Background: an optimization exercise with open tools, aiming at small area, a short achievable clock period and few clock cycles. Do not read the settings as production practice. The RTL was checked by simulation tests, not by an equivalence proof against the original design. Power is estimated from default activity; no workload was simulated.

File: flow/config.mk
export PLATFORM = sky130hd
export DESIGN_NAME = rpt_fmt
export DESIGN_NICKNAME = rpt_fmt
export VERILOG_FILES = /design/flow/design.v
export SDC_FILE = /design/flow/constraint.sdc
export NUM_CORES = 4
export LEC_CHECK = 0
export CAP_MARGIN = 20
export CORE_MARGIN = 2
export CORE_UTILIZATION = 30
export PLACE_DENSITY = 0.5
export SLEW_MARGIN = 20
File: flow/constraint.sdc
create_clock -name core_clock -period 40.0 [get_ports {clk}]
set_input_delay 8.0000 -clock core_clock [delete_from_list [all_inputs] [get_ports {clk}]]
set_output_delay 8.0000 -clock core_clock [all_outputs]
set_load 0.01 [all_outputs]
File: flow/design.v
module rpt_fmt (
    input  wire        clk,
    input  wire        rst,         
    input  wire        req_valid,
    output wire        req_ready,
    input  wire        req_kind,    
    input  wire [7:0]  req_t,
    input  wire [7:0]  req_h,
    input  wire [15:0] req_f,
    output wire        tx_valid,
    input  wire        tx_ready,
    output wire [7:0]  tx_data
);
    localparam [4:0] Q_HEAD = 5'd0,     
                     Q_T1   = 5'd1,     
                     Q_TN   = 5'd2,     
                     Q_H0   = 5'd3,     
                     Q_H1   = 5'd4,     
                     Q_H2   = 5'd5,     
                     Q_HN   = 5'd6,     
                     Q_F1   = 5'd7,     
                     Q_F2   = 5'd8,     
                     Q_F3   = 5'd9,     
                     Q_F4   = 5'd10,    
                     Q_FN   = 5'd11,    
                     Q_K0   = 5'd12,    
                     Q_K9   = 5'd21,
                     Q_KN   = 5'd22,    
                     Q_CR   = 5'd23,
                     Q_LF   = 5'd24;
    reg        txv;
    reg [7:0]  txd;
    reg        rfree;       
    reg        kind;
    reg [19:0] r;           
    reg [4:0]  rstep;       
    reg [9:0]  s;           
    reg [4:0]  st;
    reg [2:0]  p;           
    assign req_ready = rfree;
    assign tx_valid  = txv;
    assign tx_data   = txd;
    function [3:0] add3;
        input [3:0] x;
        add3 = (x >= 4'd5) ? x + 4'd3 : x;
    endfunction
    wire rdone = kind ? rstep[4] : rstep[3];
    wire ge2  = |rstep[4:1];
    wire ge4  = |rstep[4:2];
    wire ge6  = rstep[4] | rstep[3] | (rstep[2] & rstep[1]);
    wire ge8  = |rstep[4:3];
    wire ge12 = rstep[4] | (rstep[3] & rstep[2]);
    wire en0  = kind ? 1'b1 : ge2;
    wire en1  = kind ? ge4  : ge6;
    wire en2  = kind ? ge8  : ge2;
    wire en3  = kind ? ge12 : ge6;
    reg [19:0] ra, rn;
    always @(*) begin
        ra = r;
        if (en0) ra[3:0]   = add3(r[3:0]);
        if (en1) ra[7:4]   = add3(r[7:4]);
        if (en2) ra[11:8]  = add3(r[11:8]);
        if (en3) ra[15:12] = add3(r[15:12]);
        rn = {ra[18:0], ra[19]};
        if (!kind) begin
            rn[0]  = ra[17];
            rn[8]  = ra[19];
            rn[16] = ra[7];
            rn[18] = ra[15];
        end
    end
    wire [2:0] kidx = st - Q_K0;    
    reg  [9:0] sa, sn;
    always @(*) begin
        sa = s;
        if (kidx >= 3'd2) sa[3:0] = add3(s[3:0]);
        if (kidx >= 3'd6) sa[7:4] = add3(s[7:4]);
        sn = {sa[8:0], sa[9]};
    end
    wire [2:0] p_t = (|r[19:18]) ? 3'd2 : (|r[15:12]) ? 3'd1 : 3'd0;
    wire [2:0] p_h = (|r[17:16]) ? 3'd2 : (|r[7:4])   ? 3'd1 : 3'd0;
    wire [2:0] p_f = (|r[18:16]) ? 3'd4 : (|r[15:12]) ? 3'd3 :
                     (|r[11:8])  ? 3'd2 : (|r[7:4])   ? 3'd1 : 3'd0;
    wire [2:0] p_s = (|s[9:8])   ? 3'd2 : (|s[7:4])   ? 3'd1 : 3'd0;
    reg [3:0] dg;
    always @(*) begin
        dg = 4'd0;
        case (st)
        Q_TN: case (p[1:0])
              2'd2:    dg = {2'b00, r[19:18]};
              2'd1:    dg = r[15:12];
              default: dg = r[11:8];
              endcase
        Q_HN: case (p[1:0])
              2'd2:    dg = {2'b00, r[17:16]};
              2'd1:    dg = r[7:4];
              default: dg = r[3:0];
              endcase
        Q_KN: case (p[1:0])
              2'd2:    dg = {2'b00, s[9:8]};
              2'd1:    dg = s[7:4];
              default: dg = s[3:0];
              endcase
        default: case (p)
              3'd4:    dg = {1'b0, r[18:16]};
              3'd3:    dg = r[15:12];
              3'd2:    dg = r[11:8];
              3'd1:    dg = r[7:4];
              default: dg = r[3:0];
              endcase
        endcase
    end
    reg [7:0] nb;
    reg       have;
    reg [4:0] nst;
    always @(*) begin
        have = 1'b1;
        nst  = st + 5'd1;
        nb   = 8'h00;
        case (st)
        Q_HEAD: begin
            have = ~rfree;
            nb   = kind ? "F" : "T";
            nst  = kind ? Q_F1 : Q_T1;
        end
        Q_T1:  begin nb = ":"; have = rdone; end
        Q_TN:  begin nb = {4'h3, dg}; if (p != 3'd0) nst = st; end
        Q_H0:  nb = " ";
        Q_H1:  nb = "H";
        Q_H2:  nb = ":";
        Q_HN:  begin nb = {4'h3, dg}; nst = (p != 3'd0) ? st : Q_K0; end
        Q_F1:  nb = "R";
        Q_F2:  nb = "E";
        Q_F3:  nb = "Q";
        Q_F4:  begin nb = ":"; have = rdone; end
        Q_FN:  begin nb = {4'h3, dg}; if (p != 3'd0) nst = st; end
        5'd12: nb = " ";
        5'd13: nb = "C";
        5'd14: nb = "H";
        5'd15: nb = "E";
        5'd16: nb = "C";
        5'd17: nb = "K";
        5'd18: nb = "S";
        5'd19: nb = "U";
        5'd20: nb = "M";
        Q_K9:  nb = ":";
        Q_KN:  begin nb = {4'h3, dg}; if (p != 3'd0) nst = st; end
        Q_CR:  nb = 8'h0D;
        Q_LF:  begin nb = 8'h0A; nst = Q_HEAD; end
        default: begin have = 1'b0; nst = Q_HEAD; end
        endcase
    end
    wire slot = ~txv | tx_ready;
    wire ld   = slot & have;
    wire acc  = req_valid & rfree;
    wire body = (st != Q_HEAD) && (st < Q_K0);
    wire last_val = ((st == Q_HN) || (st == Q_FN)) && (p == 3'd0);
    always @(posedge clk) begin
        if (rst) begin
            txv   <= 1'b0;
            rfree <= 1'b1;
            st    <= Q_HEAD;
        end else begin
            if (slot) txv <= have;
            if (ld) begin
                txd <= nb;
                st  <= nst;
            end
            if (acc)
                rfree <= 1'b0;
            else if (ld && last_val)
                rfree <= 1'b1;
        end
    end
    always @(posedge clk) begin
        if (acc) begin
            kind  <= req_kind;
            r     <= req_kind ? {req_f, 4'b0000}
                              : {req_t[7:6], req_h[7:6], req_t[5:0], 2'b00,
                                 req_h[5:0], 2'b00};
            rstep <= 5'd0;
        end else if (!rfree && !rdone) begin
            r     <= rn;
            rstep <= rstep + 5'd1;
        end
    end
    always @(posedge clk) begin
        if (ld) begin
            if (st == Q_HEAD)
                s <= {nb, 2'b00};
            else if (body)
                s[9:2] <= s[9:2] + nb;
            else if (st >= Q_K0 && st < Q_K0 + 5'd8)
                s <= sn;
        end
    end
    always @(posedge clk) begin
        if (ld) begin
            case (st)
            Q_T1:    p <= p_t;
            Q_H2:    p <= p_h;
            Q_F4:    p <= p_f;
            Q_K9:    p <= p_s;
            default: p <= p - 3'd1;
            endcase
        end
    end
endmodule
File: flow/run.sh
#!/bin/bash
# synth_recipe.tcl (not shown) runs the flow's synth.tcl, then flattens the netlist and writes it again
# the make line also repeats each setting of config.mk as NAME=value (left out here)
make -C /OpenROAD-flow-scripts/flow DESIGN_CONFIG=/design/flow/config.mk WORK_HOME=/design/flow/orfs CLKGATE_MAP_FILE= SYNTH_SCRIPT=/design/flow/synth_recipe.tcl finish
==> run summary <==
layout by cell type (no fill, tap or decap), drive strengths merged, types with 4 or more instances in the layout:
cell,instances
o21ai,50
clkdlybuf4s50,45
nor2,44
edfxtp,41
nand2,39
a21oi,35
inv,33
ha,30
nor2b,16
mux2i,16
nand2b,14
nand3,13
a211oi,13
dfxtp,12
nor3,12
a22oi,10
o211ai,9
xnor2,8
clkbuf,7
a221o,6
a31oi,6
a211o,5
a221oi,5
a222oi,4
a21boi,4
and2,4
o22ai,4
xor2,4
or4b,4
where the power goes:
part           switching, mW  total (mW)  internal, mW
Combinational          0.127       0.216        0.0888
Clock                 0.0214      0.0522        0.0308
Sequential            0.0214       0.109        0.0874
Total                  0.170       0.377         0.207
path summary, 6_finish.rpt:
path | end | start
worst min register to register | rstep[0] | rstep[0]
worst min-delay path | rstep[0] | rstep[0]
worst max-delay path | r[11] | req_valid
worst max register to register | s[9] | st[3]
state kept, by name, indices dropped and copies added (netlist names):
| register | flops |
|---|---|
| r | 20 |
| s | 10 |
| txd | 7 |
| rstep | 5 |
| st | 5 |
| p | 3 |
| kind | 1 |
| rfree | 1 |
| txv | 1 |
per-layer routing:
layer	global-route usage [%]	vias to the layer above
met1	21.80	2004
met3	2.680	22
met5	0	-
met4	5.688	0
met2	27.58	137
li1	-	2051
cell families after synthesis:
kind of cell | share of synthesized area, %
AOI/OAI and AO/OA | 26.53
and+or+nand+nor | 19.35
buffers and inverters | 5.470
DFF | 32.33
adders and majority gates | 8.686
muxes | 5.250
xor gates and xnor gates | 2.309
other | 0.08238
area by class of cell:
type	count	area [sq um]	area share, %
Multi-Input combinational cell	416	2836	53.28
Sequential cell	53	1471	27.64
Timing Repair Buffer	48	473.0	8.884
Clock buffer	7	175.2	3.290
Inverter	34	127.6	2.397
Tap cell	188	235.2	4.418
Clock inverter	1	5.005	0.09401
critical path, cell delays in order:
cell	delay, ns
clkdlybuf4s50_1	0.49
nand2_1	0.06
buf_4	0.23
inv_1	0.33
or2_2	0.49
through the flow:
stage	util (%)	total power, mW	setup slack, ns
2_1_floorplan	-	0.2617	30.86
3_3_place_gp	34.18	0.3200	30.01
3_5_place_dp	34.18	0.3228	29.96
4_1_cts	35.38	0.3768	30.29
5_1_grt	35.41	0.4079	30.19
6_report	35.41	0.3768	30.33
==> impl_metrics.ini <==
[status]
status = complete, no violations

[synthesis]
yosysWarnings = 1
yosysMostFrequentCell = o21ai_0
ys_types = 73
syn-num-nets = 600
synthTopCellsByArea = edfxtp_1, ha_1, o21ai_0
synthArstFlopShare_pct = 0
syn_avg_cell_area_sq_um = 8.556
synth.top_cell.area_share_pct = 27.05
synth_edf_count = 41
synth_common_cells = o21ai_0, nor2_1, edfxtp_1
postSynthCellCount = 532
synth_area_sq_mm = 0.004552
synth_largest_area_cell = edfxtp_1
synth-seq-area-share_pct = 32.33
synthFlopType = edfxtp_1
ys_ff_latch = 53

[die]
initial_utilization_pct = 30.28
core-area_sq_mm = 0.01503
rows = 45
die_w_microns = 127.2
dieArea_sq_mm = 0.01617
dieHeight_microns = 127.2
pin_count = 47

[final_layout]
layout.cells.non_filler = 747
areaGrowthSynthToFinish_pct = 16.96
drive_gt1_share_pct = 5.188
diodes = 0
fillers = 1562
final_nets = 626
stdcell_area_sq_mm = 0.005324

[clocking]
path_clk_slew_ns = 0.07
cts_tree = yes
cts_sinks = 53
postCtsHoldBufs = 0
ctsLongestPathBuffers = 2
cts_max_level = 2
cts_resized = 0
cts_made_buffers = 5
post_cts_buffers = 0
cts-root-buf = clkbuf_16
insertion_delay_ns = 0.30

[place]
dpl.cell_count = 739
port_buffers = 45
dp_hpwl_microns = 10020
dpl-instance-area_sq_mm = 0.005139
place.gp.congestion = 0.8763

[sta]
fmax_mhz = 103.5
hold_violations = 0
hold_slack_ns = 0.5213
period_share_pct = 24.17
setup_violations = 0
rsz0062_at_grt = no
skew_ns = 0.004894
setup_tns_ns = 0
report.final.slew_viol_count = 0
tightest_slew_ns = 1.038
slew_headroom_pct = 30.58
fin_crit_ns = 9.666

[global_route]
grt_pass1_wl_microns = 21110
grt_pass1_vias = 3933
grtUsageTotal_pct = 16.52
grt_max_degree = 35
gr-total-overflow = 0
antenna_found_initial = 0

[min_path]
holdPathStages = 2
worst_hold_path_type = reg2reg

[worst_setup_path]
crit_path_end_kind = flop
critPathLaunchType = input pin
worstPathRequired_ns = 39.95
critical_path_arrival_ns = 9.62
worstSetupPathType = in2reg
path_max_fanout = 31
r2r_cells = 12
rrSetupSlack_ns = 35.49

[power]
ir_drop_v = 0.00002532
power-per-cell-area_mw_per_mm2 = 70.78
p_leak_nw = 1.958

[routing]
top_layer_used = met4
route.met3.wl_microns = 739
drt-pass1-iter-count = 5
viasPerCell = 5.641
wl_per_cell_microns = 17.90
ant_nets = 0
drc = 0
wirelength_microns = 13370
met1_length_microns = 6113
wl_met2_microns = 6180
vias = 4214
first_iter_violations = 307

[run]
max-cap-violations = 0
Testbench counts, summed over its fixed seeds: cycles 36,782.

==> static timing again, ports no longer ideal <==
The flow's constraints put no driver on any port. The routed layout listed below was extracted and timed again, unchanged, in two steps.
Step 1 (the two cells are an assumption about what drives the block):
set clk [get_ports {clk}]
set_driving_cell -lib_cell sky130_fd_sc_hd__clkbuf_16 $clk
set_driving_cell -lib_cell sky130_fd_sc_hd__buf_2 [delete_from_list [all_inputs] $clk]
Step 2 adds t to the input delays and takes it off the output delays; t is the mean of the earliest and latest rising clock arrival at the registers after step 1. Input paths then give back, and output paths get back, about the clock's delay inside the block.
a / b / c = ideal ports / drivers / drivers and shift; a / b = the first two.
t, ns: 0.342
slack for setup (ns): 30.334 / 30.348 / 30.007
clock arrival spread, ns: 0.005 / 0.005
After both steps setup and hold are still met in this run. For this run, drivers alone change the setup slack by +0.014 ns; drivers and shift together by -0.327 ns.
